This design comes from an exercise in tuning for a short achievable clock period on the open sky130 flow, not from production work.
The RTL was checked by simulation tests, not by an equivalence proof against the original design.
Power and IR drop assume default switching activity.

**flow/run.sh**
```bash
#!/bin/bash
# synth_recipe.tcl (not shown) runs the flow's synth.tcl, then flattens the netlist and writes it again
# the make line also repeats each setting of config.mk as NAME=value (left out here)
make -C /OpenROAD-flow-scripts/flow DESIGN_CONFIG=/design/flow/config.mk WORK_HOME=/design/flow/orfs CLKGATE_MAP_FILE= SYNTH_SCRIPT=/design/flow/synth_recipe.tcl finish
```
**flow/config.mk**
```make
export PLATFORM = sky130hd
export DESIGN_NAME = rd_dds
export DESIGN_NICKNAME = rd_dds
export VERILOG_FILES = /design/flow/design.v
export SDC_FILE = /design/flow/constraint.sdc
export NUM_CORES = 4
export LEC_CHECK = 0
export ABC_CLOCK_PERIOD_IN_PS = 1500
export CAP_MARGIN = 20
export CORE_MARGIN = 2
export CORE_UTILIZATION = 35
export CTS_CLUSTER_DIAMETER = 60
export CTS_CLUSTER_SIZE = 24
export PLACE_DENSITY = 0.55
export SETUP_SLACK_MARGIN = 4.5
export SLEW_MARGIN = 20
```
**flow/constraint.sdc**
```tcl
create_clock -name core_clock -period 7.0 [get_ports {clk}]
set_input_delay 1.4000 -clock core_clock [delete_from_list [all_inputs] [get_ports {clk}]]
set_output_delay 1.4000 -clock core_clock [all_outputs]
set_load 0.01 [all_outputs]
```
**flow/design.v**
```verilog
module rd_dds_sine (
  input  wire [6:0] idx,
  output wire [6:0] amp
);
  wire [127:0] dec = 128'd1 << idx;
  assign amp[0] = |(dec & 128'h55271d583571c954aad8e2a7ca8e36aa);
  assign amp[1] = |(dec & 128'h336d56600cd56d98cc92a99ff32a9266);
  assign amp[2] = |(dec & 128'ha5b6678003ccdb4a5a49987ffc3324b4);
  assign amp[3] = |(dec & 128'hc6387800003c38c639c787ffffc3c738);
  assign amp[4] = |(dec & 128'hf83f80000003f83e07c07ffffffc07c0);
  assign amp[5] = |(dec & 128'hffc00000000007fe003ffffffffff800);
  assign amp[6] = |(dec & 128'h0000000000000001ffffffffffffffff);
endmodule
module rd_dds_sine34 (
  input  wire [6:0] idx,
  output wire [6:0] amp
);
  wire [127:0] dec = 128'd1 << idx;
  assign amp[0] = |(dec & 128'hf0917ad836bd121ef0917ad836bd121e);
  assign amp[1] = |(dec & 128'h55c54ce00e654754a554363838d8554a);
  assign amp[2] = |(dec & 128'h99198f0001e331326cccf1f83f1e666c);
  assign amp[3] = |(dec & 128'he1e1f000001f0f0e1c3c0ff83fe07870);
  assign amp[4] = |(dec & 128'h01fe00000000ff01fc03fff83fff807f);
  assign amp[5] = |(dec & 128'hfe000000000000fffc000007c000007f);
  assign amp[6] = |(dec & 128'h000000000000000003ffffffffffff80);
endmodule
module rd_dds_symtab (
  input  wire [4:0] sym,
  output reg  [7:0] step_a,
  output reg  [7:0] step_b,
  output reg  [12:0] sel_a,    
  output reg  [8:0] sel_b     
);
  always @(*) begin
    case (sym)
      5'd0: begin step_a = 8'd86; step_b = 8'd60; sel_a = 13'd1; sel_b = 9'd2; end
      5'd1: begin step_a = 8'd77; step_b = 8'd45; sel_a = 13'd2; sel_b = 9'd4; end
      5'd2: begin step_a = 8'd86; step_b = 8'd45; sel_a = 13'd1; sel_b = 9'd4; end
      5'd3: begin step_a = 8'd95; step_b = 8'd45; sel_a = 13'd4; sel_b = 9'd4; end
      5'd4: begin step_a = 8'd77; step_b = 8'd49; sel_a = 13'd2; sel_b = 9'd8; end
      5'd5: begin step_a = 8'd86; step_b = 8'd49; sel_a = 13'd1; sel_b = 9'd8; end
      5'd6: begin step_a = 8'd95; step_b = 8'd49; sel_a = 13'd4; sel_b = 9'd8; end
      5'd7: begin step_a = 8'd77; step_b = 8'd55; sel_a = 13'd2; sel_b = 9'd16; end
      5'd8: begin step_a = 8'd86; step_b = 8'd55; sel_a = 13'd1; sel_b = 9'd16; end
      5'd9: begin step_a = 8'd95; step_b = 8'd55; sel_a = 13'd4; sel_b = 9'd16; end
      5'd10: begin step_a = 8'd77; step_b = 8'd60; sel_a = 13'd2; sel_b = 9'd2; end
      5'd11: begin step_a = 8'd95; step_b = 8'd60; sel_a = 13'd4; sel_b = 9'd2; end
      5'd12: begin step_a = 8'd96; step_b = 8'd83; sel_a = 13'd8; sel_b = 9'd32; end
      5'd13: begin step_a = 8'd58; step_b = 8'd45; sel_a = 13'd16; sel_b = 9'd4; end
      5'd14: begin step_a = 8'd70; step_b = 8'd45; sel_a = 13'd32; sel_b = 9'd4; end
      5'd15: begin step_a = 8'd70; step_b = 8'd58; sel_a = 13'd32; sel_b = 9'd64; end
      5'd16: begin step_a = 8'd83; step_b = 8'd45; sel_a = 13'd64; sel_b = 9'd4; end
      5'd17: begin step_a = 8'd83; step_b = 8'd58; sel_a = 13'd64; sel_b = 9'd64; end
      5'd18: begin step_a = 8'd83; step_b = 8'd70; sel_a = 13'd64; sel_b = 9'd128; end
      5'd19: begin step_a = 8'd96; step_b = 8'd45; sel_a = 13'd8; sel_b = 9'd4; end
      5'd20: begin step_a = 8'd96; step_b = 8'd58; sel_a = 13'd8; sel_b = 9'd64; end
      5'd21: begin step_a = 8'd96; step_b = 8'd70; sel_a = 13'd8; sel_b = 9'd128; end
      5'd22: begin step_a = 8'd109; step_b = 8'd70; sel_a = 13'd128; sel_b = 9'd128; end
      5'd23: begin step_a = 8'd109; step_b = 8'd96; sel_a = 13'd128; sel_b = 9'd256; end
      5'd24: begin step_a = 8'd166; step_b = 8'd0; sel_a = 13'd256; sel_b = 9'd1; end
      5'd25: begin step_a = 8'd64; step_b = 8'd0; sel_a = 13'd512; sel_b = 9'd1; end
      5'd26: begin step_a = 8'd32; step_b = 8'd0; sel_a = 13'd1024; sel_b = 9'd1; end
      5'd27: begin step_a = 8'd33; step_b = 8'd0; sel_a = 13'd2048; sel_b = 9'd1; end
      5'd28: begin step_a = 8'd50; step_b = 8'd0; sel_a = 13'd4096; sel_b = 9'd1; end
      default: begin step_a = 8'd0; step_b = 8'd0; sel_a = 13'd0; sel_b = 9'd0; end
    endcase
  end
endmodule
module rd_dds_engine (
  input  wire        clk,
  input  wire        rst,
  input  wire [31:0] cmd,
  input  wire        cmd_valid,
  output wire        cmd_ready,
  input  wire        tick,
  output reg  [7:0]  sample,
  output wire        out_en,
  output wire        busy
);
  localparam NA = 13;
  localparam NB = 9;
  localparam [8*NA-1:0] KA = {8'd50, 8'd33, 8'd32, 8'd64, 8'd166, 8'd109, 8'd83,
                              8'd70, 8'd58, 8'd96, 8'd95, 8'd77, 8'd86};
  localparam [8*NB-1:0] KB = {8'd96, 8'd70, 8'd58, 8'd83, 8'd55, 8'd49, 8'd45,
                              8'd60, 8'd0};
  localparam [4*29-1:0] SYM_A = {4'd12, 4'd11, 4'd10, 4'd9, 4'd8, 4'd7, 4'd7, 4'd3,
                                 4'd3, 4'd3, 4'd6, 4'd6, 4'd6, 4'd5, 4'd5, 4'd4,
                                 4'd3, 4'd2, 4'd1, 4'd2, 4'd0, 4'd1, 4'd2, 4'd0,
                                 4'd1, 4'd2, 4'd0, 4'd1, 4'd0};
  localparam [4*29-1:0] SYM_B = {4'd0, 4'd0, 4'd0, 4'd0, 4'd0, 4'd8, 4'd7, 4'd7,
                                 4'd6, 4'd2, 4'd7, 4'd6, 4'd2, 4'd6, 4'd2, 4'd2,
                                 4'd5, 4'd1, 4'd1, 4'd4, 4'd4, 4'd4, 4'd3, 4'd3,
                                 4'd3, 4'd2, 4'd2, 4'd2, 4'd1};
  function [7:0] ka; input integer i; begin ka = KA[8*i +: 8]; end endfunction
  function [7:0] kb; input integer i; begin kb = KB[8*i +: 8]; end endfunction
  reg busy_q, busy_o, oen_q, rdy_q;
  assign busy      = busy_o;
  assign out_en    = oen_q;
  assign cmd_ready = rdy_q;
  wire [4:0]  sym      = cmd[20:16];
  wire [15:0] dur      = cmd[15:0];
  wire        hdr_tone = (cmd[31:21] == 11'h100);
  wire        is_init  = (cmd == 32'h1000_0000);
  wire        sym_tune = (sym == 5'd27) || (sym == 5'd28);
  wire        sym_tone = !(sym[4] && sym[3] && (sym[2] || (sym[1] && sym[0])));   
  wire        start    = cmd_valid && hdr_tone && ((sym_tone && (dur != 16'd0)) || sym_tune);
  wire        init     = cmd_valid && !busy_q && is_init;
  wire [7:0]    tab_a, tab_b;
  wire [NA-1:0] sel_a;
  wire [NB-1:0] sel_b;
  rd_dds_symtab u_symtab (.sym(sym), .step_a(tab_a), .step_b(tab_b), .sel_a(sel_a), .sel_b(sel_b));
  reg           zph;             
  reg           fresh;           
  reg [28:0]    sym_q;           
  reg [NA-1:0]  sel_a_q;         
  reg [NB-1:0]  sel_b_q;
  reg [9:0]     k1a, k2a, k3a;   
  reg [9:0]     k1b, k2b, k3b;
  reg [5:0]     dur6;            
  reg [1:0]     tune_q;          
  reg [9:0]     pa, pb;          
  reg [9:0]     na, nb;          
  reg [9:0]     na2, nb2;        
  reg [6:0]     ra, rb;          
  reg [7:0]     st_a, st_b;      
  reg           st_b_nz;
  reg [7:0]     nxt_a1, nxt_a2;  
  reg [1:0]     more;            
  reg [3:0]     lo;              
  reg [15:0]    hi;              
  reg [15:0]    hi_m1;           
  reg           hi_is1;          
  reg           last_fin;        
  reg           last_chg;        
  reg           chg2;            
  reg [7*NA-1:0]  cra, cr2a;     
  reg [7*NB-1:0]  crb, cr2b;
  reg [8*29-1:0]  ss;            
  wire do_tick = tick && busy_q;
  function [9:0] kd; input [7:0] k; input [1:0] m;
    begin kd = 10'd4 + m * {2'b00, k}; end
  endfunction
  wire [7*NA-1:0] zcra, zcr2a;
  wire [7*NB-1:0] zcrb, zcr2b;
  genvar g;
  generate
    for (g = 0; g < NA; g = g + 1) begin : g_zra
      rd_dds_sine u_z1 (.idx(kd(KA[8*g +: 8], 2'd1) >> 3), .amp(zcra[7*g +: 7]));
      rd_dds_sine u_z2 (.idx(kd(KA[8*g +: 8], 2'd2) >> 3), .amp(zcr2a[7*g +: 7]));
    end
    for (g = 0; g < NB; g = g + 1) begin : g_zrb
      if (g == 0) begin : g_zero
        assign zcrb[6:0]  = 7'd0;
        assign zcr2b[6:0] = 7'd0;
      end else begin : g_nz
        rd_dds_sine34 u_z1 (.idx(kd(KB[8*g +: 8], 2'd1) >> 3), .amp(zcrb[7*g +: 7]));
        rd_dds_sine34 u_z2 (.idx(kd(KB[8*g +: 8], 2'd2) >> 3), .amp(zcr2b[7*g +: 7]));
      end
    end
  endgenerate
  wire busy_n   = rst ? 1'b0 : (busy_q ? !(tick && last_fin) : start);
  wire busy_o_n = rst ? 1'b0 : (busy_o ? !(tick && last_fin) : start);
  wire oen_n    = rst ? 1'b0 : (oen_q  ? !(tick && last_fin) : start);
  wire rdy_n    = rst ? 1'b1 : (rdy_q  ? !start : (tick && last_fin));
  always @(posedge clk) begin
    busy_q <= busy_n;
    busy_o <= busy_o_n;
    oen_q  <= oen_n;
    rdy_q  <= rdy_n;
    fresh  <= !busy_q;
  end
  reg [9:0] k3a_t, k3b_t;
  integer s3;
  always @(*) begin
    k3a_t = 10'd0;
    k3b_t = 10'd0;
    for (s3 = 0; s3 < 29; s3 = s3 + 1)
      if (sym == s3) begin
        k3a_t = 10'd3 * {2'b00, ka(SYM_A[4*s3 +: 4])};
        k3b_t = 10'd3 * {2'b00, kb(SYM_B[4*s3 +: 4])};
      end
  end
  always @(posedge clk) begin
    if (!busy_q) begin
      sym_q   <= 29'd1 << sym;
      sel_a_q <= sel_a;
      sel_b_q <= sel_b;
      k1a     <= {2'b00, tab_a};
      k2a     <= {1'b0, tab_a, 1'b0};
      k3a     <= k3a_t;
      k1b     <= {2'b00, tab_b};
      k2b     <= {1'b0, tab_b, 1'b0};
      k3b     <= k3b_t;
      dur6    <= dur[5:0];
      tune_q  <= (sym == 5'd27) ? 2'd1 : (sym == 5'd28) ? 2'd2 : 2'd0;
      st_a    <= tab_a;
      st_b    <= tab_b;
      st_b_nz <= (tab_b != 8'd0);
      nxt_a1  <= (sym == 5'd27) ? 8'd42 : 8'd33;
      nxt_a2  <= 8'd50;
      more    <= (sym == 5'd27) ? 2'd2 : (sym == 5'd28) ? 2'd1 : 2'd0;
      lo      <= 4'd15;
      hi      <= sym_tune ? 16'd2 : dur;
      last_fin <= 1'b0;
      last_chg <= 1'b0;
      chg2     <= 1'b0;
    end else if (tick) begin
      if (last_chg) begin
        st_a    <= nxt_a1;
        nxt_a1  <= nxt_a2;
        more    <= more - 2'd1;
        lo      <= 4'd15;
        hi      <= 16'd2;
        last_fin <= 1'b0;
        last_chg <= 1'b0;
        chg2     <= 1'b0;
      end else begin
        lo      <= lo - 4'd1;
        if (lo == 4'd0)
          hi    <= hi_m1;
        last_fin <= (lo == 4'd1) && hi_is1 && (more == 2'd0);
        last_chg <= (lo == 4'd1) && hi_is1 && (more != 2'd0);
        chg2     <= ((lo == 4'd1) || (lo == 4'd2)) && hi_is1 && (more != 2'd0);
      end
    end
  end
  always @(posedge clk) begin
    hi_m1  <= hi - 16'd1;
    hi_is1 <= (hi == 16'd1);
  end
  reg        v1, v2, v3;
  reg [7:0]  slot, slot1, wslot;
  reg [5:0]  pa01, pa23, pa45, pb01, pb23, pb45;
  reg [5:0]  qa, qa45, qb, qb45, ra_m, rb_m;
  wire [5:0] ka6 = k1a[5:0];
  wire [5:0] kb6 = k1b[5:0];
  always @(posedge clk) begin
    if (rst) begin
      v1    <= 1'b0;
      v2    <= 1'b0;
      v3    <= 1'b0;
      slot  <= 8'd0;
      slot1 <= 8'd0;
      wslot <= 8'd0;
    end else begin
      v1    <= fresh && busy_q;
      v2    <= v1;
      v3    <= v2;
      slot  <= {slot[6:0], v3};
      slot1 <= slot;
      wslot <= slot1;
    end
  end
  always @(posedge clk) begin
    pa01 <= (dur6[0] ? ka6 : 6'd0) + (dur6[1] ? {ka6[4:0], 1'b0} : 6'd0);
    pa23 <= (dur6[2] ? {ka6[3:0], 2'b0} : 6'd0) + (dur6[3] ? {ka6[2:0], 3'b0} : 6'd0);
    pa45 <= (dur6[4] ? {ka6[1:0], 4'b0} : 6'd0) + (dur6[5] ? {ka6[0], 5'b0} : 6'd0);
    pb01 <= (dur6[0] ? kb6 : 6'd0) + (dur6[1] ? {kb6[4:0], 1'b0} : 6'd0);
    pb23 <= (dur6[2] ? {kb6[3:0], 2'b0} : 6'd0) + (dur6[3] ? {kb6[2:0], 3'b0} : 6'd0);
    pb45 <= (dur6[4] ? {kb6[1:0], 4'b0} : 6'd0) + (dur6[5] ? {kb6[0], 5'b0} : 6'd0);
    qa   <= pa01 + pa23;
    qa45 <= pa45;
    qb   <= pb01 + pb23;
    qb45 <= pb45;
    ra_m <= qa + qa45;
    rb_m <= qb + qb45;
  end
  wire [9:0] adv_a = (tune_q == 2'd1) ? 10'd928 : (tune_q == 2'd2) ? 10'd608 : {ra_m, 4'b0000};
  wire [9:0] adv_b = (tune_q != 2'd0) ? 10'd0 : {rb_m, 4'b0000};
  always @(posedge clk) begin
    if (rst || init) begin
      pa <= 10'd4;
      pb <= 10'd4;
    end else if (v3) begin
      pa <= pa + adv_a;
      pb <= pb + adv_b;
    end
  end
  always @(posedge clk) begin
    if (rst || init)
      zph <= 1'b1;
    else if (fresh && busy_q)
      zph <= 1'b0;
  end
  reg [9:0] ua0, ua1, ua2, ua3, ub0, ub1;
  reg [9:0] cq0, cq1, cq2, cq3, cqb0, cqb1;
  reg [9:0] ca0, ca1, ca2, ca3, cb0, cb1;
  integer j;
  always @(*) begin
    ca0 = 10'd0; ca1 = 10'd0; ca2 = 10'd0; ca3 = 10'd0; cb0 = 10'd0; cb1 = 10'd0;
    for (j = 0; j < 8; j = j + 1) begin
      if (j < 7) begin
        ca0 = ca0 | ({10{slot[j]}} & {2'b00, ka(j)});
        ca2 = ca2 | ({10{slot[j]}} & {1'b0, ka(j), 1'b0});
      end
      if (j < 6) begin
        ca1 = ca1 | ({10{slot[j]}} & {2'b00, ka(7 + j)});
        ca3 = ca3 | ({10{slot[j]}} & {1'b0, ka(7 + j), 1'b0});
      end
      cb0 = cb0 | ({10{slot[j]}} & {2'b00, kb(1 + j)});
      cb1 = cb1 | ({10{slot[j]}} & {1'b0, kb(1 + j), 1'b0});
    end
  end
  always @(posedge clk) begin
    cq0  <= ca0;
    cq1  <= ca1;
    cq2  <= ca2;
    cq3  <= ca3;
    cqb0 <= cb0;
    cqb1 <= cb1;
    ua0 <= pa + cq0;
    ua1 <= pa + cq1;
    ua2 <= pa + cq2;
    ua3 <= pa + cq3;
    ub0 <= pb + cqb0;
    ub1 <= pb + cqb1;
  end
  wire [6:0] ta0, ta1, ta2, ta3, tb0, tb1;
  rd_dds_sine   u_la0 (.idx(ua0[9:3]), .amp(ta0));
  rd_dds_sine   u_la1 (.idx(ua1[9:3]), .amp(ta1));
  rd_dds_sine   u_la2 (.idx(ua2[9:3]), .amp(ta2));
  rd_dds_sine   u_la3 (.idx(ua3[9:3]), .amp(ta3));
  rd_dds_sine34 u_lb0 (.idx(ub0[9:3]), .amp(tb0));
  rd_dds_sine34 u_lb1 (.idx(ub1[9:3]), .amp(tb1));
  always @(posedge clk) begin
    for (j = 0; j < 8; j = j + 1) begin
      if (wslot[j]) begin
        if (j < 7) begin
          cra[7*j +: 7]  <= ta0;
          cr2a[7*j +: 7] <= ta2;
        end
        if (j < 6) begin
          cra[7*(7+j) +: 7]  <= ta1;
          cr2a[7*(7+j) +: 7] <= ta3;
        end
        crb[7*(1+j) +: 7]  <= tb0;
        cr2b[7*(1+j) +: 7] <= tb1;
      end
    end
    crb[6:0]  <= 7'd0;
    cr2b[6:0] <= 7'd0;
    if (zph) begin
      cr2a <= zcr2a;
      cr2b <= zcr2b;
    end
    for (j = 0; j < 29; j = j + 1)
      ss[8*j +: 8] <= zph ? ({1'b0, zcra[7*SYM_A[4*j +: 4] +: 7]} + {1'b0, zcrb[7*SYM_B[4*j +: 4] +: 7]})
                          : ({1'b0, cra[7*SYM_A[4*j +: 4] +: 7]} + {1'b0, crb[7*SYM_B[4*j +: 4] +: 7]});
  end
  reg [6:0] sa_cr2, sb_cr2;
  reg [7:0] s_first;
  integer k;
  always @(*) begin
    sa_cr2 = 7'd0; sb_cr2 = 7'd0; s_first = 8'd0;
    for (k = 0; k < NA; k = k + 1)
      sa_cr2 = sa_cr2 | ({7{sel_a_q[k]}} & cr2a[7*k +: 7]);
    for (k = 0; k < NB; k = k + 1)
      sb_cr2 = sb_cr2 | ({7{sel_b_q[k]}} & cr2b[7*k +: 7]);
    for (k = 0; k < 29; k = k + 1)
      s_first = s_first | ({8{sym_q[k]}} & ss[8*k +: 8]);
  end
  wire [6:0] amp_a2, amp_b2;
  rd_dds_sine   u_sine_a (.idx(na2[9:3]), .amp(amp_a2));
  rd_dds_sine34 u_sine_b (.idx(nb2[9:3]), .amp(amp_b2));
  wire [9:0] pa_k2 = pa + k2a, pa_k3 = pa + k3a;
  wire [9:0] pb_k2 = pb + k2b, pb_k3 = pb + k3b;
  wire [9:0] na2_n = na2 + {2'b00, (chg2 ? nxt_a1 : st_a)};
  wire [9:0] nb2_n = nb2 + {2'b00, st_b};
  reg       ahead;
  reg [7:0] pend;
  always @(posedge clk) begin
    if (fresh) begin
      na    <= pa_k2;
      na2   <= pa_k3;
      ra    <= sa_cr2;
      nb    <= pb_k2;
      nb2   <= pb_k3;
      rb    <= sb_cr2;
      pend  <= s_first;
      ahead <= !tick;
    end else if (tick) begin
      if (!ahead) begin
        na  <= na2;
        na2 <= na2_n;
        ra  <= amp_a2;
        nb  <= nb2;
        nb2 <= nb2_n;
        rb  <= st_b_nz ? amp_b2 : 7'd0;
      end
      ahead <= 1'b0;
    end
  end
  reg  [7:0] sample_q;
  wire [7:0] sample_n = fresh ? s_first : ahead ? pend : ({1'b0, ra} + {1'b0, rb});
  always @(posedge clk) begin
    sample_q <= do_tick ? sample_n : sample;
    sample   <= do_tick ? sample_n : sample_q;
  end
endmodule
module rd_dds_decoder (
  input  wire       clk,
  input  wire       rst,
  input  wire       dial_active,
  input  wire       pulse,
  input  wire       db_release,
  input  wire       sf_inhibit,
  input  wire [1:0] map_policy,
  output reg  [4:0] digit,
  output reg        digit_valid,
  output reg        sf_arm,
  output reg        sf_cancel
);
  localparam [4:0] SYM_OFF = 5'd31;
  reg        dialing;
  reg [11:0] cnt;        
  reg        db_lock;
  reg        pulse_q;    
  reg  [4:0] digit_q;    
  function [4:0] cls1h;
    input [11:0] c;
    input [1:0]  policy;
    integer i;
    begin
      cls1h = 5'd0;
      for (i = 1; i <= 10; i = i + 1)
        if (c[i])
          case (policy)
            2'd1:    cls1h = cls1h | ((10 - i) % 10);    
            2'd2:    cls1h = cls1h | (i - 1);            
            default: cls1h = cls1h | (i % 10);           
          endcase
      if (c[0] || c[11])
        cls1h = SYM_OFF;
    end
  endfunction
  wire [11:0] cnt_inc = {cnt[11] | cnt[10], cnt[9:0], 1'b0};
  wire [4:0]  d_same  = cls1h(cnt, map_policy);
  wire [4:0]  d_inc   = cls1h(cnt_inc, map_policy);
  wire        v_same  = |cnt[10:1];
  wire        v_inc   = |cnt[9:0];
  wire lock_1   = db_lock && !db_release;                
  wire ev_dials = dial_active && !dialing;               
  wire dialing1 = dialing || dial_active;
  wire ev_edge  = pulse && !pulse_q;
  wire ev_pulse = ev_edge && !lock_1;                    
  wire counted  = ev_pulse && dialing1 && !sf_inhibit;
  wire ev_diale = !dial_active && dialing;               
  always @(posedge clk) begin
    if (rst) begin
      dialing     <= 1'b0;
      cnt         <= 12'd1;
      digit       <= SYM_OFF;
      digit_q     <= SYM_OFF;
      db_lock     <= 1'b0;
      pulse_q     <= 1'b1;
      digit_valid <= 1'b0;
      sf_arm      <= 1'b0;
      sf_cancel   <= 1'b0;
    end else begin
      dialing     <= dial_active;
      if (ev_dials)
        cnt       <= counted ? 12'd2 : 12'd1;
      else if (counted)
        cnt       <= cnt_inc;
      digit       <= ev_diale ? (counted ? d_inc : d_same) : digit_q;
      digit_q     <= ev_diale ? (counted ? d_inc : d_same) : digit;
      db_lock     <= lock_1 || ev_edge;
      pulse_q     <= pulse;
      digit_valid <= ev_diale && (counted ? v_inc : v_same);
      sf_arm      <= ev_dials;
      sf_cancel   <= (ev_pulse && dialing1) || ev_diale;
    end
  end
endmodule
module rd_dds (
  input  wire        clk,
  input  wire        rst,           
  input  wire [31:0] cmd,
  input  wire        cmd_valid,
  output wire        cmd_ready,
  input  wire        tick,
  input  wire        dial_active,
  input  wire        pulse,
  input  wire        db_release,
  input  wire        sf_inhibit,
  input  wire [1:0]  map_policy,
  output wire [7:0]  sample,
  output wire        out_en,
  output wire        busy,
  output wire [4:0]  digit,
  output wire        digit_valid,
  output wire        sf_arm,
  output wire        sf_cancel
);
  rd_dds_engine u_engine (
    .clk(clk), .rst(rst),
    .cmd(cmd), .cmd_valid(cmd_valid), .cmd_ready(cmd_ready),
    .tick(tick),
    .sample(sample), .out_en(out_en), .busy(busy)
  );
  rd_dds_decoder u_decoder (
    .clk(clk), .rst(rst),
    .dial_active(dial_active), .pulse(pulse), .db_release(db_release),
    .sf_inhibit(sf_inhibit), .map_policy(map_policy),
    .digit(digit), .digit_valid(digit_valid),
    .sf_arm(sf_arm), .sf_cancel(sf_cancel)
  );
endmodule
```
==> reports/metrics.yaml, run 1 <==
run_status:
  outcome: "no timing/DRC/antenna violations"
worst_setup_path:
  path_cells: "buf_6"
  critPathKind: "reg -> out"
  cp_num_buf_inv: 1
  start_kind: "register"
  cp.depth: 1
  rr_endpoint: "u_engine.ra[3]"
  setup.worst_path.end_class: "output pin"
  crit_path_max_incr_delay_ps: 380
  crit_start: "u_engine.sample[5]"
  cp_top_family: "flip-flops"
  worstPathMaxFanout: 2
  critPathSlowestCell: "dfxtp_4"
  worst-r2r-cell-count: 10
  r2r_slack_ps: 4390
  crit_end: "sample[5]"
  crit_required_ps: 5600
  reg2reg_from: "u_engine.na2[4]"
  arrival_ps: 1210
power:
  sw_frac_of_total_pct: 28.6
  p_clk_share_pct: 40.5
  internal-power_mw: 8.52
  power_mw: 11.9
  pwr-share-seq_pct: 47.0
  ir_worst_vdd_mv: 0.193
  static-leakage-power_nw: 24.3
  powerDensity_mw_per_mm2: 185
  combPwrFrac_pct: 12.4
  switching_power_mw: 3.41
drt:
  dr_wl_met3_mm: 15.6
  routed_wl_mm: 205
  dr.max_layer_used: "met4"
  wire_per_inst_um: 24.5
  drtPass1Iterations: 8
  vias: 50500
  route.detailed.drc: 0
  ant_nets: 0
  drt-initial-drc-count: 5842
  wl_met1_mm: 89.7
  post_drt_via_cell_ratio: 6.04
  met2WireLength_mm: 91.8
floorplanning:
  die_h_um: 397
  initial_core_util_pct: 35.1
  rows: 144
  coreArea_mm2: 0.154
  pin_count: 61
  die_x_um: 397
  die_area_mm2: 0.157
clocking:
  numCtsBuffers: 79
  clk_pin_slew_ps: 90
  cts_tree: "built"
  clock_path_buffers: 3
  clkLatencyLatePin_ps: 720
  cts.sinks: 894
  cts-hold-fix-buffers: 0
  cts-root-buf: "clkbuf_16"
  htree_levels: 3
timing:
  max_freq_mhz: 383
  fin_skew_ps: 27.8
  fin_crit_ps: 2610
  slew_violations: 0
  post-route-period-util_pct: 37.3
  hold_viol: 0
  finalSetupViolCount: 0
  slew_headroom_pct: 23.6
  setup_tns_ps: 0
  finalHoldWorstSlack_ps: 327
  rsz0062_at_grt: "yes"
  tightest_slew_ps: 1140
layout:
  final_common_cell: "dfxtp_1"
  final_cell_mix: "533 x dfxtp_1, 531 x nor2_1, 428 x nand2_1, 407 x a21oi_1, 308 x edfxtp_1"
  layout.nets: 6615
  areaGrowthSynthToFinish_pct: 19.2
  drive_gt1_share_pct: 16.4
  final_util_pct: 41.9
  fin_area_mm2: 0.0644
grt:
  grt_antenna_before_repair: 3
  grt_pass1_wl_mm: 304
  overflow: 0
  grt_max_degree: 127
  grt_pass1_vias: 47500
  grt.total_usage_pct: 24.9
synth:
  synth_fp_nets: 6595
  async_reset_ff_share_pct: 0
  synth_cell_types: 98
  yosysWarnings: 3
  synth-edff-count: 308
  ys.flop_type: "dfxtp_1"
  ys_seq_area_share_pct: 38.8
  synth-seq-cells: 894
  yosysTopAreaCell: "dfxtp_1"
  synth_area_leaders: "dfxtp_1 22%, edfxtp_1 17%, ha_1 6.4%, a21oi_1 4.0%, nor2_1 3.9%"
  syn_area_per_cell_um2: 8.65
  synth.top_cell.area_share_pct: 21.7
  synth_cells: 6242
  syn_area_mm2: 0.0540
flow_run:
  cap_violations: 0
place:
  placed_cell_area_mm2: 0.0564
  dpl.hpwl_mm: 137
  gp_congestion: 0.946
  port-buffer-count: 60
min_path:
  min_path_type: "reg -> reg"
==> per-layer routing <==
layer  global-route usage, %  vias up
met2                    39.0     2491
li1                        -    23100
met1                    35.0    24500
met4                    8.53        0
met5                       0        -
met3                    3.17      477
==> synthesized netlist by cell type, drive strengths merged, types with 15 or more instances <==
cell type,n
or4,16
a32oi,36
nand3b,15
ha,276
mux2i,28
xor2,99
clkbuf,324
a21o,120
a211oi,119
and2,50
nor4,64
xnor2,134
and3,30
nand4,68
nand2b,204
buf,149
nor3b,23
o21a,18
nor2b,212
a22oi,174
a31oi,83
or3,45
o211ai,38
or2,100
o32ai,42
fa,35
o21ai,336
o22ai,97
o31ai,30
inv,177
nand3,164
nor2,562
edfxtp,308
nand2,446
dfxtp,586
o21bai,35
a2111oi,22
a222oi,16
nor3,188
a22o,42
a221oi,38
a41oi,21
a21oi,433
==> layout make-up <==
type	count	area [um^2]
Fill cell	15100	89300
Sequential cell	894	21100
Multi-Input combinational cell	4690	32400
Timing Repair Buffer	411	4660
Antenna cell	1	2.50
Tap cell	2044	2560
Clock inverter	61	820
Clock buffer	87	2070
Inverter	186	833
==> logic make-up after synthesis <==
group                      Yosys count  synth area share, %
and+or+nand+nor                   2237                 21.0
muxes                               42                0.811
DFF                                894                 38.8
AOI/OAI and AO/OA                 1864                 23.0
buffers and inverters              659                 4.84
adders and majority gates          313                 7.73
xor gates and xnor gates           233                 3.78
==> power by group through the flow <==
stage,clock network [mW],logic (mW),registers [mW]
2_1_floorplan,0,0.819,5.67
3_3_place_gp,0,1.14,5.75
3_5_place_dp,0,1.13,5.75
4_1_cts,4.93,1.36,5.61
5_1_grt,5.12,1.58,5.62
6_report,4.83,1.48,5.61
==> flip-flops by register name (all words and copies together), names as in the netlist, 8 cells and up <==
signal,count
u_engine.sample,8
u_engine.cr2a,91
u_engine.hi,16
u_engine.cra,91
u_engine.sample_q,8
u_engine.nb2,10
u_engine.st_a,8
u_engine.pend,8
u_engine.ss,227
u_engine.sym_q,29
u_engine.na2,10
u_decoder.cnt,12
u_engine.sel_a_q,12
u_engine.cr2b,56
u_engine.wslot,8
u_engine.crb,56
u_engine.k3b,9
u_engine.hi_m1,16
u_engine.k3a,9
==> how the worst min path moves through the flow <==
stage | end | start | slack, ps | cells after the start
floorplan | u_engine.qa45[4] | u_engine.pa45[4] | 310 | 0
global placement | u_engine.rb_m[0] | u_engine.qb[0] | 310 | 0
detailed placement | u_engine.qb[0] | u_engine.pb01[0] | 310 | 0
CTS | u_engine.qb[0] | u_engine.pb01[0] | 330 | 0
global route | u_engine.qb45[5] | u_engine.pb45[5] | 330 | 0
finish | u_engine.qb45[4] | u_engine.pb45[4] | 330 | 0
==> timing repair <==
action | CTS | global route
setup endpoints to repair | 513 | 378
pin swaps | 61 | 81
gates resized for setup | 486 | 304
cloned | 10 | 13
buffers inserted | 135 | 103
==> metrics by stage <==
step	cells	setup slack [ps]
after floorplan	6242	3910
after global placement	7964	2630
after detailed placement	7964	2640
after CTS	8257	4340
after global routing	8373	4330
final	8374	4390
==> run 2, diff against run 1 <==
--- a/flow/config.mk
+++ b/flow/config.mk
@@ -8,9 +8,7 @@
 export ABC_CLOCK_PERIOD_IN_PS = 1500
 export CAP_MARGIN = 20
 export CORE_MARGIN = 2
-export CORE_UTILIZATION = 35
-export CTS_CLUSTER_DIAMETER = 60
-export CTS_CLUSTER_SIZE = 24
-export PLACE_DENSITY = 0.55
+export CORE_UTILIZATION = 45
+export PLACE_DENSITY = 0.65
 export SETUP_SLACK_MARGIN = 4.5
 export SLEW_MARGIN = 20
==> run 2 against run 1 <==
Net effect: global-route usage grew 5.4 points; critical path type is now in -> reg; utilization grew 12 points; largest power group unchanged; die area shrank 22%; still clean; worst hold slack lost 12 ps; sequential power is essentially flat; register-to-register slack gained 80 ps; count of clock-buffer cells in the layout grew 57; combinational power is essentially flat; wire length shrank 4.3%; final cell count shrank 4.9%; highest routed layer is now met5; non-clock buffer count shrank 10.
==> reports/metrics.yaml, run 2 <==
worst_setup_path:
  worst-r2r-cell-count: 10  # unchanged
  reg2reg_from: "u_engine.nb2[5]"  # was u_engine.na2[4]
  rr_endpoint: "u_engine.rb[5]"  # was u_engine.ra[3]
  r2r_slack_ps: 4470  # was 4390 ps
  worstPathMaxFanout: 6  # was 2
  start_kind: "input pin"  # was register
  crit_end: "u_engine.k3a[3]"  # was sample[5]
  crit_start: "cmd[17]"  # was u_engine.sample[5]
  critPathKind: "in -> reg"  # was reg -> out
  crit_required_ps: 7490  # was 5600 ps
  setup.worst_path.end_class: "register"  # was output pin
  arrival_ps: 3110  # was 1210 ps
layout:
  areaGrowthSynthToFinish_pct: 18.6  # was 19.2%
  final_common_cell: "dfxtp_1"  # unchanged
  fillCellCount: 10800  # was 15100
  final_cell_mix: "544 x dfxtp_1, 528 x nor2_1, 422 x nand2_1, 408 x a21oi_1, 308 x edfxtp_1"  # was 533 x dfxtp_1, 531 x nor2_1, 428 x nand2_1, 407 x a21oi_1, 308 x edfxtp_1
  final_util_pct: 53.6  # was 41.9%
  layout.nets: 6620  # was 6615
  drive_gt1_share_pct: 16.0  # was 16.4%
  largest-register: "u_engine.ss"  # unchanged
  largest_register_ffs: 227  # unchanged
  reg_top3: "u_engine.ss (227), u_engine.cr2a (91), u_engine.cra (91)"  # unchanged
place:
  dpl.hpwl_mm: 130  # was 137 mm
  gp_congestion: 0.979  # was 0.946
  port-buffer-count: 60  # unchanged
synth:
  yosysMostFrequentCell: "dfxtp_1"  # unchanged
  synth_area_leaders: "dfxtp_1 22%, edfxtp_1 17%, ha_1 6.4%, a21oi_1 4.0%, nor2_1 3.9%"  # unchanged
  synth_cells: 6242  # unchanged
  synth_fp_nets: 6595  # unchanged
  ys.flop_type: "dfxtp_1"  # unchanged
  async_reset_ff_share_pct: 0  # unchanged
  synth.top_cell.area_share_pct: 21.7  # unchanged
  synthTopCellsByCount: "586 x dfxtp_1, 562 x nor2_1, 446 x nand2_1, 433 x a21oi_1, 331 x o21ai_0"  # unchanged
  synth-seq-cells: 894  # unchanged
  syn_area_per_cell_um2: 8.65  # unchanged
  syn_area_mm2: 0.0540  # unchanged
  yosysWarnings: 3  # unchanged
  synth_cell_types: 98  # unchanged
  synth-edff-count: 308  # unchanged
  yosysTopAreaCell: "dfxtp_1"  # unchanged
  ys_seq_area_share_pct: 38.8  # unchanged
floorplanning:
  die_x_um: 350  # was 397 um
  coreArea_mm2: 0.119  # was 0.154 mm^2
  die_area_mm2: 0.123  # was 0.157 mm^2
  initial_core_util_pct: 45.2  # was 35.1%
  rows: 127  # was 144
  pin_count: 61  # unchanged
  die_h_um: 350  # was 397 um
timing:
  fin_skew_ps: 30.5  # was 27.8 ps
  finalSetupViolCount: 0  # unchanged
  slew_headroom_pct: 27.9  # was 23.6%
  post-route-period-util_pct: 37.5  # was 37.3%
  slew_violations: 0  # unchanged
  setup_tns_ps: 0  # unchanged
  max_freq_mhz: 381  # was 383 MHz
  fin_crit_ps: 2620  # was 2610 ps
  finalHoldWorstSlack_ps: 315  # was 327 ps
  hold_viol: 0  # unchanged
  rsz0062_at_grt: "yes"  # unchanged
  tightest_slew_ps: 1080  # was 1140 ps
clocking:
  htree_levels: 3  # unchanged
  cts-hold-fix-buffers: 0  # unchanged
  cts_tree: "built"  # unchanged
  clkLatencyLatePin_ps: 690  # was 720 ps
  clock_path_buffers: 3  # unchanged
  cts.sinks: 894  # unchanged
  clk_pin_slew_ps: 60  # was 90 ps
  numCtsBuffers: 95  # was 79
  cts-root-buf: "clkbuf_16"  # unchanged
drt:
  drt-initial-drc-count: 6899  # was 5842
  drtPass1Iterations: 14  # was 8
  wire_per_inst_um: 24.7  # was 24.5 um
  route.detailed.drc: 0  # unchanged
  routed_wl_mm: 197  # was 205 mm
  ant_nets: 0  # unchanged
  vias: 51200  # was 50500
  post_drt_via_cell_ratio: 6.43  # was 6.04
grt:
  grt_pass1_vias: 47000  # was 47500
  grt_antenna_before_repair: 3  # unchanged
  grt_pass1_wl_mm: 290  # was 304 mm
  grt_max_degree: 110  # was 127
  grt.total_usage_pct: 30.2  # was 24.9%
  overflow: 0  # unchanged
power:
  power_mw: 12.3  # was 11.9 mW
  pwr-share-seq_pct: 45.8  # was 47.0%
  p_clk_share_pct: 42.0  # was 40.5%
  combPwrFrac_pct: 12.3  # was 12.4%
  static-leakage-power_nw: 24.4  # was 24.3 nW
  internal-power_mw: 9.08  # was 8.52 mW
  ir_worst_vdd_mv: 0.212  # was 0.193 mV
  sw_frac_of_total_pct: 25.9  # was 28.6%
  powerDensity_mw_per_mm2: 191  # was 185 mW/mm^2
  switching_power_mw: 3.18  # was 3.41 mW
min_path:
  min_path_type: "reg -> reg"  # unchanged
flow_run:
  cap_violations: 0  # unchanged
run_status:
  outcome: "no timing/DRC/antenna violations"  # unchanged
run 2: cell counts after synthesis:
Identical to the previous run, type by type.
run 2: kinds of logic (layout without fill, tap and decap cells):
group / Yosys count / count (layout) / share of synthesized area (%)
compound gates: 1864 / 1864 / 23.0
xor+xnor: 233 / 233 / 3.78
fa+ha+maj: 313 / 313 / 7.73
buf+inv: 659 / 766 / 4.84
flops: 894 / 894 / 38.8
mux: 42 / 42 / 0.811
other cells: 0 / 1 / 0
simple gates: 2237 / 2237 / 21.0
run 2: how the worst min path moves through the flow:
stage	startpoint	to	slack, ps	depth (start not counted)
2_1_floorplan	u_engine.pa45[4]	u_engine.qa45[4]	310	0
3_3_place_gp	u_engine.qa[0]	u_engine.ra_m[0]	310	0
3_5_place_dp	u_engine.qa[2]	u_engine.ra_m[2]	310	0
4_1_cts	u_engine.qa[2]	u_engine.ra_m[2]	320	0
5_1_grt	u_engine.qa[1]	u_engine.ra_m[1]	320	0
6_report	u_engine.qa[2]	u_engine.ra_m[2]	320	0
run 2: power by group through the flow:
stage          Clock (mW)  Sequential [mW]  Combinational [mW]
5_1_grt              5.40             5.62                1.60
3_3_place_gp            0             5.73                1.14
3_5_place_dp            0             5.73                1.14
4_1_cts              5.20             5.62                1.32
6_report             5.15             5.61                1.51
2_1_floorplan           0             5.67               0.819
run 2: final cells by class:
| cell class | instances | area [um^2] | share of cell area [%] |
|---|---|---|---|
| Multi-Input combinational cell | 4689 | 32300 | 50.4 |
| Sequential cell | 894 | 21100 | 32.9 |
| Timing Repair Buffer | 401 | 4610 | 7.20 |
| Clock buffer | 144 | 2890 | 4.51 |
| Tap cell | 1612 | 2020 | 3.15 |
| Inverter | 186 | 832 | 1.30 |
| Clock inverter | 35 | 355 | 0.555 |
| Antenna cell | 1 | 2.50 | 0.00391 |
run 2: through the flow:
stage / cells / area [um^2] / worst slack [ps]
global placement: 7530 / 55800 / 2400
CTS: 7851 / 61700 / 4410
finish: 7962 / 64100 / 4380
floorplan: 6242 / 54700 / 3910
detailed placement: 7530 / 55800 / 2360
global route: 7961 / 64100 / 4370
run 2: what timing repair did:
| action | 4_1_cts | 5_1_grt |
|---|---|---|
| setup endpoints to repair | 571 | 393 |
| pin swaps | 58 | 90 |
| cloned | 7 | 16 |
| resized for setup | 444 | 328 |
| setup buffers | 135 | 94 |
run 2: critical path: stages:
cell      delay (ps)
buf_16           130
buf_12           120
ha_4             190
buf_6            120
nor2b_4          130
a21oi_2           60
nor2_1           110
a21oi_1           60
a211oi_2         380
nor3_2           100
nor4_2           290
run 2: layer usage:
layer | up-vias | track usage, % | wire [um]
met5 | - | 0 | 23
met4 | 4 | 11.3 | 9290
met3 | 633 | 4.12 | 17800
met2 | 2953 | 48.2 | 89000
met1 | 24600 | 41.7 | 80500
li1 | 23000 | - | -
==> run 3, diff against run 2 <==
--- a/flow/config.mk
+++ b/flow/config.mk
@@ -8,7 +8,7 @@
 export ABC_CLOCK_PERIOD_IN_PS = 1500
 export CAP_MARGIN = 20
 export CORE_MARGIN = 2
-export CORE_UTILIZATION = 45
-export PLACE_DENSITY = 0.65
-export SETUP_SLACK_MARGIN = 4.5
+export CORE_UTILIZATION = 55
+export PLACE_DENSITY = 0.72
+export SETUP_SLACK_MARGIN = 4.6
 export SLEW_MARGIN = 20
==> run 3 against run 2 <==
Net effect: setup slack lost 100 ps; clock power grew 3%; count of clock-buffer cells in the layout shrank 20; utilization grew 15 points; wire length grew 4.5%; fmax shrank 3.7%; critical path depth shrank 1; clock skew grew 38 ps.
==> reports/metrics.yaml, run 3 <==
run_status:
  outcome: "no timing/DRC/antenna violations"  # unchanged
synth:
  synthTopCellsByCount: "586 x dfxtp_1, 562 x nor2_1, 446 x nand2_1, 433 x a21oi_1, 331 x o21ai_0"  # unchanged
  synth-seq-cells: 894  # unchanged
  syn_area_mm2: 0.0540  # unchanged
  synth_cell_types: 98  # unchanged
  yosysTopAreaCell: "dfxtp_1"  # unchanged
  ys_seq_area_share_pct: 38.8  # unchanged
  synth_fp_nets: 6595  # unchanged
  syn_area_per_cell_um2: 8.65  # unchanged
  synth-edff-count: 308  # unchanged
  yosysWarnings: 3  # unchanged
  synth_area_leaders: "dfxtp_1 22%, edfxtp_1 17%, ha_1 6.4%, a21oi_1 4.0%, nor2_1 3.9%"  # unchanged
  synth_cells: 6242  # unchanged
  synth.top_cell.area_share_pct: 21.7  # unchanged
  yosysMostFrequentCell: "dfxtp_1"  # unchanged
  ys.flop_type: "dfxtp_1"  # unchanged
  async_reset_ff_share_pct: 0  # unchanged
floorplanning:
  rows: 114  # was 127
  pin_count: 61  # unchanged
  coreArea_mm2: 0.0970  # was 0.119 mm^2
  die_h_um: 317  # was 350 um
  die_area_mm2: 0.101  # was 0.123 mm^2
  die_x_um: 317  # was 350 um
  initial_core_util_pct: 55.7  # was 45.2%
drt:
  vias: 53400  # was 51200
  ant_nets: 0  # unchanged
  wire_per_inst_um: 26.4  # was 24.7 um
  route.detailed.drc: 0  # unchanged
  routed_wl_mm: 205  # was 197 mm
  drtPass1Iterations: 11  # was 14
  post_drt_via_cell_ratio: 6.88  # was 6.43
  drt-initial-drc-count: 8966  # was 6899
place:
  dpl.hpwl_mm: 129  # was 130 mm
  dpl.cell_count: 7185  # was 7530
  gp_congestion: 0.987  # was 0.979
  placed_cell_area_mm2: 0.0554  # was 0.0558 mm^2
  port-buffer-count: 60  # unchanged
clocking:
  cts_tree: "built"  # unchanged
  htree_levels: 3  # unchanged
  clkLatencyLatePin_ps: 710  # was 690 ps
  cts.sinks: 894  # unchanged
  cts-hold-fix-buffers: 0  # unchanged
  numCtsBuffers: 94  # was 95
  cts-root-buf: "clkbuf_16"  # unchanged
  clk_pin_slew_ps: 60  # about the same
  clock_path_buffers: 3  # unchanged
timing:
  finalSetupViolCount: 0  # unchanged
  post-route-period-util_pct: 38.9  # was 37.5%
  max_freq_mhz: 367  # was 381 MHz
  finalHoldWorstSlack_ps: 323  # was 315 ps
  fin_crit_ps: 2720  # was 2620 ps
  slew_violations: 0  # unchanged
  slew_headroom_pct: 28.5  # was 27.9%
  hold_viol: 0  # unchanged
  setup_tns_ps: 0  # unchanged
  fin_skew_ps: 68.4  # was 30.5 ps
  rsz0062_at_grt: "yes"  # unchanged
  tightest_slew_ps: 1070  # was 1080 ps
min_path:
  min_from: "u_engine.qa[2]"  # unchanged
  min_path_type: "reg -> reg"  # unchanged
layout:
  final_cell_mix: "527 x dfxtp_1, 514 x nor2_1, 416 x nand2_1, 387 x a21oi_1, 308 x edfxtp_1"  # was 544 x dfxtp_1, 528 x nor2_1, 422 x nand2_1, 408 x a21oi_1, 308 x edfxtp_1
  largest_register_ffs: 227  # unchanged
  layout.nets: 6761  # was 6620
  fin_area_mm2: 0.0665  # was 0.0641 mm^2
  areaGrowthSynthToFinish_pct: 23.1  # was 18.6%
  final_common_cell: "dfxtp_1"  # unchanged
  finalNonFillerCells: 7767  # was 7962
  reg_top3: "u_engine.ss (227), u_engine.cr2a (91), u_engine.cra (91)"  # unchanged
  drive_gt1_share_pct: 20.4  # was 16.0%
  largest-register: "u_engine.ss"  # unchanged
worst_setup_path:
  start_kind: "register"  # was input pin
  critPathKind: "reg -> reg"  # was in -> reg
  reg2reg_from: "u_engine.ua2[3]"  # was u_engine.nb2[5]
  crit_start: "u_engine.ua2[3]"  # was cmd[17]
  worstPathMaxFanout: 7  # was 6
  setup.worst_path.end_class: "register"  # unchanged
  crit_required_ps: 7570  # was 7490 ps
  arrival_ps: 3290  # was 3110 ps
power:
  internal-power_mw: 9.22  # was 9.08 mW
  combPwrFrac_pct: 12.7  # was 12.3%
  switching_power_mw: 3.26  # was 3.18 mW
  p_clk_share_pct: 42.3  # was 42.0%
  pwr-share-seq_pct: 45.0  # was 45.8%
  powerDensity_mw_per_mm2: 188  # was 191 mW/mm^2
  ir_worst_vdd_mv: 0.192  # was 0.212 mV
  static-leakage-power_nw: 25.6  # was 24.4 nW
  sw_frac_of_total_pct: 26.1  # was 25.9%
grt:
  grt.total_usage_pct: 37.2  # was 30.2%
  overflow: 0  # unchanged
  grt_pass1_vias: 48200  # was 47000
  grt_antenna_before_repair: 5  # was 3
  grt_pass1_wl_mm: 291  # was 290 mm
  grt_max_degree: 221  # was 110
flow_run:
  cap_violations: 0  # unchanged
==> run 3: cell counts after synthesis <==
Identical to the previous run, type by type.
==> run 3: cells by family after synthesis <==
kind of cell	share of synthesized area, %
AND/OR/NAND/NOR	21.0
AO/OA/AOI/OAI	23.0
flip-flops	38.8
buffers and inverters	4.84
adder cells (fa/ha/maj)	7.73
XOR/XNOR	3.78
multiplexers	0.811
==> run 3: final timing paths <==
check | endpoint | slack [ps] | depth (start not counted)
max | u_engine.cr2a[3] | 4280 | 10
min | u_engine.ra_m[2] | 320 | 0
max reg2reg | u_engine.cr2a[3] | 4280 | 10
min reg2reg | u_engine.ra_m[2] | 320 | 0
==> run 3: metal layers <==
metal | global-route usage, % | routed length, um
met3 | 7.42 | 25100
met4 | 15.2 | 12000
met2 | 56.8 | 88100
met5 | 0 | 33
met1 | 51.8 | 80200
==> run 3: timing repair <==
action / in CTS / in global routing
gates cloned: 14 / 39
pin swaps: 104 / 191
setup buffers: 201 / 149
setup endpoints to repair: 564 / 393
gates resized for setup: 616 / 456
==> run 3: worst max-delay path, cell delays in order (launching register included) <==
cell and delay [ps]:
dfxtp_4 420, buf_12 190, xnor2_4 280, nor4_1 110
nor3_1 280, buf_4 230, o21ai_0 180, nor4_4 410
buf_12 190, a21oi_1 70, or2_1 230
==> run 3: final cells by class <==
cell class	count	area, um^2
diodes	2	5.00
clock buffers	124	2660
clock inverters	53	646
fillers	7451	30500
inverters	186	851
multi-input cells	4690	33200
flip-flops and latches	894	21100
well taps	1276	1600
repair buffers	541	6410
repair inverters	1	7.51
==> run 3: through the flow <==
| step | util, % | power [mW] | worst slack [ps] |
|---|---|---|---|
| 6_report | 68.6 | 12.5 | 4280 |
| 5_1_grt | 68.5 | 12.8 | 4230 |
| 4_1_cts | 64.6 | 12.3 | 4390 |
| 3_5_place_dp | 57.1 | 6.85 | 2560 |
| 3_3_place_gp | 57.1 | 6.84 | 2580 |
| 2_1_floorplan | - | 6.50 | 3910 |
==> run 3: power groups by stage <==
stage	registers [mW]	clock network, mW	logic (mW)
after CTS	5.61	5.32	1.34
after global routing	5.62	5.52	1.67
final	5.61	5.28	1.59
after global placement	5.74	0	1.10
after floorplan	5.67	0	0.826
after detailed placement	5.74	0	1.11
==> run 4, diff against run 3 <==
--- a/flow/config.mk
+++ b/flow/config.mk
@@ -8,7 +8,7 @@
 export ABC_CLOCK_PERIOD_IN_PS = 1500
 export CAP_MARGIN = 20
 export CORE_MARGIN = 2
-export CORE_UTILIZATION = 55
-export PLACE_DENSITY = 0.72
+export CORE_UTILIZATION = 30
+export PLACE_DENSITY = 0.5
 export SETUP_SLACK_MARGIN = 4.6
 export SLEW_MARGIN = 20
==> run 4 against run 3 <==
Net effect: die area grew 82%; first-iteration DRC count shrank 26%; global-route usage shrank 15 points; fmax grew 2.5%; sequential cell count is the same; register-to-register slack gained 130 ps; via count shrank 2.1%; synthesized cell count is the same; still clean; sequential share of layout area shrank 1.1 points; largest cell class unchanged; cell area grew 3.7%.
==> reports/metrics.yaml, run 4 <==
run_status:
  outcome: "no timing/DRC/antenna violations"  # unchanged
synth:
  yosysWarnings: 3  # unchanged
  synth_cells: 6242  # unchanged
  synth-seq-cells: 894  # unchanged
  ys_seq_area_share_pct: 38.8  # unchanged
  ys.flop_type: "dfxtp_1"  # unchanged
  synth.top_cell.area_share_pct: 21.7  # unchanged
  synth_area_leaders: "dfxtp_1 22%, edfxtp_1 17%, ha_1 6.4%, a21oi_1 4.0%, nor2_1 3.9%"  # unchanged
  syn_area_per_cell_um2: 8.65  # unchanged
  synthTopCellsByCount: "586 x dfxtp_1, 562 x nor2_1, 446 x nand2_1, 433 x a21oi_1, 331 x o21ai_0"  # unchanged
  async_reset_ff_share_pct: 0  # unchanged
  synth_cell_types: 98  # unchanged
  syn_area_mm2: 0.0540  # unchanged
  yosysTopAreaCell: "dfxtp_1"  # unchanged
  yosysMostFrequentCell: "dfxtp_1"  # unchanged
  synth-edff-count: 308  # unchanged
  synth_fp_nets: 6595  # unchanged
timing:
  hold_viol: 0  # unchanged
  fin_skew_ps: 42.0  # was 68.4 ps
  max_freq_mhz: 376  # was 367 MHz
  fin_crit_ps: 2660  # was 2720 ps
  finalSetupViolCount: 0  # unchanged
  setup_ws_ps: 4340  # was 4280 ps
  post-route-period-util_pct: 38.0  # was 38.9%
  slew_violations: 0  # unchanged
  rsz0062_at_grt: "yes"  # unchanged
  setup_tns_ps: 0  # unchanged
  tightest_slew_ps: 1040  # was 1070 ps
  slew_headroom_pct: 30.8  # was 28.5%
drt:
  drtPass1Iterations: 9  # was 11
  vias: 52300  # was 53400
  route.detailed.drc: 0  # unchanged
  routed_wl_mm: 225  # was 205 mm
  ant_nets: 0  # unchanged
  wire_per_inst_um: 25.2  # was 26.4 um
  post_drt_via_cell_ratio: 5.86  # was 6.88
  drt-initial-drc-count: 6614  # was 8966
clocking:
  cts_tree: "built"  # unchanged
  cts-root-buf: "clkbuf_16"  # unchanged
  clock_path_buffers: 3  # unchanged
  clkLatencyLatePin_ps: 740  # was 710 ps
  cts.sinks: 894  # unchanged
  htree_levels: 3  # unchanged
  cts-hold-fix-buffers: 0  # unchanged
  numCtsBuffers: 94  # unchanged
  clk_pin_slew_ps: 70  # was 60 ps
power:
  static-leakage-power_nw: 26.2  # was 25.6 nW
  powerDensity_mw_per_mm2: 185  # was 188 mW/mm^2
  ir_worst_vdd_mv: 0.165  # was 0.192 mV
worst_setup_path:
  rr_endpoint: "u_engine.ra[3]"  # was u_engine.cr2a[3]
  cp_top_family: "flip-flops"  # was simple AND/OR/NAND/NOR gates
  crit_required_ps: 5600  # was 7570 ps
  cp_num_buf_inv: 1  # was 3
  crit_path_max_incr_delay_ps: 400  # was 420 ps
  r2r_slack_ps: 4410  # was 4280 ps
  worst-r2r-cell-count: 10  # unchanged
  crit_end: "sample[5]"  # was u_engine.cr2a[3]
  critPathSlowestCell: "dfxtp_4"  # unchanged
  start_kind: "register"  # unchanged
  crit_start: "u_engine.sample[5]"  # was u_engine.ua2[3]
  worstPathMaxFanout: 2  # was 7
  critPathKind: "reg -> out"  # was reg -> reg
  cp.depth: 1  # was 10
  setup.worst_path.end_class: "output pin"  # was register
  path_cells: "buf_6"  # was buf_12 -> xnor2_4 -> nor4_1 -> nor3_1 -> buf_4 -> o21ai_0 -> nor4_4 -> buf_12 -> a21oi_1 -> or2_1
  reg2reg_from: "u_engine.na2[4]"  # was u_engine.ua2[3]
  arrival_ps: 1260  # was 3290 ps
place:
  place_ws_ps: 2560  # about the same
  dpl.hpwl_mm: 145  # was 129 mm
  port-buffer-count: 60  # unchanged
  gp_congestion: 0.938  # was 0.987
layout:
  reg_top3: "u_engine.ss (227), u_engine.cr2a (91), u_engine.cra (91)"  # unchanged
  largest-register: "u_engine.ss"  # unchanged
  final_cell_mix: "517 x nor2_1, 517 x dfxtp_1, 408 x nand2_1, 378 x a21oi_1, 366 x buf_4"  # was 527 x dfxtp_1, 514 x nor2_1, 416 x nand2_1, 387 x a21oi_1, 308 x edfxtp_1
  largest_register_ffs: 227  # unchanged
  layout.nets: 6839  # was 6761
  drive_gt1_share_pct: 22.4  # was 20.4%
  areaGrowthSynthToFinish_pct: 27.7  # was 23.1%
floorplanning:
  pin_count: 61  # unchanged
  die_x_um: 428  # was 317 um
  rows: 155  # was 114
  die_h_um: 428  # was 317 um
  initial_core_util_pct: 30.2  # was 55.7%
  die_area_mm2: 0.183  # was 0.101 mm^2
  coreArea_mm2: 0.179  # was 0.0970 mm^2
min_path:
  min_path_type: "reg -> reg"  # unchanged
grt:
  grt.total_usage_pct: 22.4  # was 37.2%
  grt_antenna_before_repair: 3  # was 5
  overflow: 0  # unchanged
  grt_pass1_vias: 47900  # was 48200
  grt_max_degree: 89  # was 221
  grt_pass1_wl_mm: 318  # was 291 mm
flow_run:
  cap_violations: 0  # unchanged
-- run 4: cell count changes in the layout (fill, tap and decap cells not counted), sizes merged, moves of 3 or more --
cell and delta:
bufbuf +6, bufinv +4, clkbuf +4, buf +71, clkdlybuf4s15 -3, clkinv -5
-- run 4: worst register-to-register path: stages, from the launching register on --
cell	delay, ps
edfxtp_1	410
buf_4	170
buf_12	140
clkinvlp_4	130
buf_6	140
buf_6	100
o21ai_1	80
a221oi_2	310
nand2_1	110
or4_4	530
o22a_1	250
-- run 4: layer usage --
layer	GRT usage, %	part of all wire [%]	up-vias
met5	0	0.0058	-
met4	7.12	3.8	2
met3	2.27	7.3	572
met2	36.3	46	2751
met1	31.4	43	25500
li1	-	-	23500
-- run 4: cell families after synthesis --
logic type               Yosys count  synth area share, %
AO/OA/AOI/OAI                   1864                 23.0
XOR/XNOR                         233                 3.78
adder cells (fa/ha/maj)          313                 7.73
buffers and inverters            659                 4.84
flip-flops                       894                 38.8
multiplexers                      42                0.811
AND/OR/NAND/NOR                 2237                 21.0
-- run 4: worst min path at each step --
stage	cells past startpoint	end	slack (ps)	start
floorplan	0	u_engine.qa45[4]	310	u_engine.pa45[4]
global placement	0	u_engine.qa45[5]	310	u_engine.pa45[5]
detailed placement	0	u_engine.rb_m[0]	310	u_engine.qb[0]
CTS	0	u_engine.rb_m[0]	330	u_engine.qb[0]
global route	0	u_engine.ra_m[0]	330	u_engine.qa[0]
finish	0	u_engine.rb_m[0]	330	u_engine.qb[0]
-- run 4: cell type report --
type	count	area, um^2
tap	2355	2950
sequential	894	21100
inverter	186	851
clock buffer	127	2710
antenna	1	2.50
timing repair buffer	618	7140
fill	17700	110000
clock inverter	49	679
multi-input combinational	4691	33500
timing repair inverter	1	5.00
-- run 4: repair_timing --
item / 4_1_cts / 5_1_grt
gates resized for setup: 687 / 474
pin swaps: 131 / 210
gates cloned: 24 / 38
setup buffers: 234 / 168
endpoints found under the setup margin: 612 / 450
-- run 4: through the flow --
stage / area, um^2 / hold WS (ps) / std cells / total power, mW / util, %
3_5_place_dp: 56900 / 313 / 8281 / 6.89 / 31.8
2_1_floorplan: 54800 / 310 / 6242 / 6.50 / -
5_1_grt: 69000 / 334 / 8921 / 13.2 / 38.6
4_1_cts: 64900 / 328 / 8715 / 12.7 / 36.3
6_report: 69000 / 326 / 8922 / 12.8 / 38.6
3_3_place_gp: 56900 / 313 / 8281 / 6.90 / 31.8
-- run 4: where the power goes --
group          total, mW  switching (mW)  internal, mW
sequential          5.61           0.114          5.50
combinational       1.66           0.935         0.726
clock               5.50            2.27          3.23
==> run 5, diff against run 4 <==
--- a/flow/config.mk
+++ b/flow/config.mk
@@ -8,7 +8,7 @@
 export ABC_CLOCK_PERIOD_IN_PS = 1500
 export CAP_MARGIN = 20
 export CORE_MARGIN = 2
-export CORE_UTILIZATION = 30
-export PLACE_DENSITY = 0.5
-export SETUP_SLACK_MARGIN = 4.6
+export CORE_UTILIZATION = 35
+export PLACE_DENSITY = 0.55
+export SETUP_SLACK_MARGIN = 4.5
 export SLEW_MARGIN = 20
==> run 5 against run 4 <==
Net effect: sequential power about the same; sequential share of layout area up 2.0 points; first-iteration DRC count down 11%; final cell count down 5.8%; largest power group unchanged; highest routed layer unchanged.
==> reports/metrics.yaml, run 5 <==
run_status:
  outcome: "no timing/DRC/antenna violations"  # unchanged
timing:
  fin_crit_ps: 2600  # was 2660 ps
  finalSetupViolCount: 0  # unchanged
  tightest_slew_ps: 1140  # was 1040 ps
  max_freq_mhz: 384  # was 376 MHz
  fin_skew_ps: 64.7  # was 42.0 ps
  setup_tns_ps: 0  # unchanged
  hold_viol: 0  # unchanged
  slew_violations: 0  # unchanged
  slew_headroom_pct: 23.7  # was 30.8%
  post-route-period-util_pct: 37.2  # was 38.0%
  rsz0062_at_grt: "yes"  # unchanged
synth:
  synth.top_cell.area_share_pct: 21.7  # unchanged
  synth_cell_types: 98  # unchanged
  synth-edff-count: 308  # unchanged
  synth_fp_nets: 6595  # unchanged
  async_reset_ff_share_pct: 0  # unchanged
  syn_area_per_cell_um2: 8.65  # unchanged
  synth_area_leaders: "dfxtp_1 22%, edfxtp_1 17%, ha_1 6.4%, a21oi_1 4.0%, nor2_1 3.9%"  # unchanged
  synth-seq-cells: 894  # unchanged
  yosysMostFrequentCell: "dfxtp_1"  # unchanged
  ys_seq_area_share_pct: 38.8  # unchanged
  ys.flop_type: "dfxtp_1"  # unchanged
  syn_area_mm2: 0.0540  # unchanged
  synth_cells: 6242  # unchanged
  yosysTopAreaCell: "dfxtp_1"  # unchanged
  yosysWarnings: 3  # unchanged
  synthTopCellsByCount: "586 x dfxtp_1, 562 x nor2_1, 446 x nand2_1, 433 x a21oi_1, 331 x o21ai_0"  # unchanged
layout:
  reg_top3: "u_engine.ss (227), u_engine.cr2a (91), u_engine.cra (91)"  # unchanged
  antenna_cells: 0  # was 1
  final_common_cell: "dfxtp_1"
  areaGrowthSynthToFinish_pct: 19.7  # was 27.7%
  largest_register_ffs: 227  # unchanged
  drive_gt1_share_pct: 16.1  # was 22.4%
  fin_area_mm2: 0.0646  # was 0.0690 mm^2
  layout.nets: 6632  # was 6839
  largest-register: "u_engine.ss"  # unchanged
  final_cell_mix: "537 x dfxtp_1, 529 x nor2_1, 428 x nand2_1, 412 x a21oi_1, 308 x edfxtp_1"  # was 517 x nor2_1, 517 x dfxtp_1, 408 x nand2_1, 378 x a21oi_1, 366 x buf_4
worst_setup_path:
  worstPathMaxFanout: 2  # unchanged
  path_cells: "buf_6"  # unchanged
  cp_num_buf_inv: 1  # unchanged
  critPathKind: "reg -> out"  # unchanged
  cp_top_family: "flip-flops"  # unchanged
  crit_required_ps: 5600  # about the same
  setup.worst_path.end_class: "output pin"  # unchanged
  start_kind: "register"  # unchanged
  critPathSlowestCell: "dfxtp_4"  # unchanged
  crit_path_max_incr_delay_ps: 370  # was 400 ps
  arrival_ps: 1200  # was 1260 ps
clocking:
  cts-root-buf: "clkbuf_16"  # unchanged
  numCtsBuffers: 94  # unchanged
  clkLatencyLatePin_ps: 730  # was 740 ps
  cts_tree: "built"  # unchanged
  clk_pin_slew_ps: 70  # about the same
  htree_levels: 3  # unchanged
  clock_path_buffers: 3  # unchanged
  cts.sinks: 894  # unchanged
floorplanning:
  die_area_mm2: 0.157  # was 0.183 mm^2
  initial_core_util_pct: 35.1  # was 30.2%
  pin_count: 61  # unchanged
  die_h_um: 397  # was 428 um
  die_x_um: 397  # was 428 um
  coreArea_mm2: 0.154  # was 0.179 mm^2
  rows: 144  # was 155
drt:
  route.detailed.drc: 0  # unchanged
  post_drt_via_cell_ratio: 6.02  # was 5.86
  drt-initial-drc-count: 5919  # was 6614
  drtPass1Iterations: 7  # was 9
  wire_per_inst_um: 24.6  # was 25.2 um
  ant_nets: 0  # unchanged
  vias: 50600  # was 52300
  routed_wl_mm: 206  # was 225 mm
grt:
  grt_max_degree: 127  # was 89
  grt.total_usage_pct: 24.8  # was 22.4%
  overflow: 0  # unchanged
  grt_pass1_vias: 47300  # was 47900
  grt_antenna_before_repair: 5  # was 3
  grt_pass1_wl_mm: 303  # was 318 mm
place:
  port-buffer-count: 60  # unchanged
  dpl.hpwl_mm: 137  # was 145 mm
  gp_congestion: 0.946  # was 0.938
  placed_cell_area_mm2: 0.0564  # was 0.0569 mm^2
power:
  powerDensity_mw_per_mm2: 191  # was 185 mW/mm^2
  static-leakage-power_nw: 24.4  # was 26.2 nW
  ir_worst_vdd_mv: 0.208  # was 0.165 mV
min_path:
  min_path_type: "reg -> reg"  # unchanged
flow_run:
  cap_violations: 0  # unchanged
[run 5: cell counts after synthesis]
No cell type changed its count.
[run 5: worst reg2reg max path: cells and delay by family (launching register included)]
| family | cells | cell delay [ps] |
|---|---|---|
| multiplexers | 1 | 350 |
| AO/OA/AOI/OAI | 5 | 540 |
| flip-flops | 1 | 380 |
| XOR/XNOR | 1 | 150 |
| AND/OR/NAND/NOR | 1 | 430 |
| adder cells (fa/ha/maj) | 1 | 240 |
| buffers and inverters | 2 | 210 |
[run 5: cell type report]
| type | instances | area [um^2] |
|---|---|---|
| inverter | 186 | 831 |
| timing repair buffer | 414 | 4710 |
| clock buffer | 138 | 2730 |
| clock inverter | 36 | 433 |
| tap | 2044 | 2560 |
| multi-input combinational | 4689 | 32300 |
| fill | 15100 | 89100 |
| sequential | 894 | 21100 |
[run 5: final timing paths]
kind	from	endpoint	slack, ps	cells past startpoint
max	u_engine.sample[4]	sample[4]	4400	1
min reg2reg	u_engine.qa[3]	u_engine.ra_m[3]	320	0
max reg2reg	u_engine.chg2	u_engine.na2[9]	4460	11
min	u_engine.qa[3]	u_engine.ra_m[3]	320	0
[run 5: cells by family after synthesis]
kind of cell	after synthesis	share of synthesized area [%]
adders and majority gates	313	7.73
xor gates and xnor gates	233	3.78
muxes	42	0.811
buffers and inverters	659	4.84
AOI/OAI and AO/OA	1864	23.0
and+or+nand+nor	2237	21.0
DFF	894	38.8
[run 5: power breakdown]
| part | leakage, nW | internal [mW] | switching [mW] |
|---|---|---|---|
| Combinational | 14.9 | 0.682 | 0.904 |
| Sequential | 7.97 | 5.50 | 0.110 |
| Clock | 1.53 | 2.92 | 2.24 |
[run 5: stage by stage]
step / setup slack [ps] / total power, mW / instances / util [%] / hold WS (ps)
after floorplan: 3910 / 6.49 / 6242 / - / 310
after global placement: 2630 / 6.89 / 7964 / 36.7 / 311
after detailed placement: 2640 / 6.88 / 7964 / 36.7 / 312
after CTS: 4350 / 12.2 / 8270 / 40.4 / 326
after global routing: 4360 / 12.8 / 8401 / 42.0 / 331
final: 4400 / 12.4 / 8401 / 42.0 / 323
[run 5: metal layers]
layer  share of wire, %  GRT usage (%)  up-vias  wire length, um
met3                7.7           2.95      506            15900
met4                4.0           8.26        2             8250
li1                   -              -    23100                -
met1                 44           35.0    24400            90100
met2                 45           39.1     2525            92000
met5             0.0063              0        -               13
[run 5: repair_timing]
| action | 4_1_cts | 5_1_grt |
|---|---|---|
| gates cloned | 8 | 16 |
| pin swaps | 63 | 69 |
| resized for setup | 449 | 312 |
| hold buffers | 0 | 0 |
| endpoints found under the setup margin | 511 | 376 |
| setup buffers | 124 | 115 |

[separate check: timing with driven ports]
The results above use ideal ports. As a check the final layouts listed here were re-extracted and re-timed, cells and wires unchanged.
Step 1 (the two cells are an assumption about what drives the block):
set clk [get_ports {clk}]
set_driving_cell -lib_cell sky130_fd_sc_hd__clkbuf_16 $clk
set_driving_cell -lib_cell sky130_fd_sc_hd__buf_2 [delete_from_list [all_inputs] $clk]
Step 2 moves the port delays by t, midway between the first and last clock arrival at a register: inputs arrive t later, outputs are due t later. That takes back most of the time a late clock gives input paths.
a / b / c = ideal / step 1 / step 2; a / b = the first two.
run	t, ns	setup WS [ns]	worst hold slack (ns)	clock arrival spread, ns	worst register clock-pin slew, ns
run 1	0.793	4.386 / 4.298 / 3.646	0.327 / 0.327 / 0.327	0.031 / 0.030	0.10 / 0.10
run 2	0.755	4.376 / 4.374 / 3.632	0.315 / 0.315 / 0.315	0.033 / 0.032	0.07 / 0.07
run 3	0.744	4.276 / 4.276 / 3.678	0.323 / 0.323 / 0.323	0.068 / 0.069	0.08 / 0.08
run 4	0.806	4.342 / 4.252 / 3.624	0.326 / 0.326 / 0.326	0.043 / 0.042	0.07 / 0.07
run 5	0.792	4.396 / 4.307 / 3.641	0.323 / 0.323 / 0.323	0.073 / 0.073	0.08 / 0.08
After both steps every run listed still meets setup and hold. The setup slack of run 5, which loses most, moves by -0.089 ns with the drivers and by -0.755 ns with both steps.
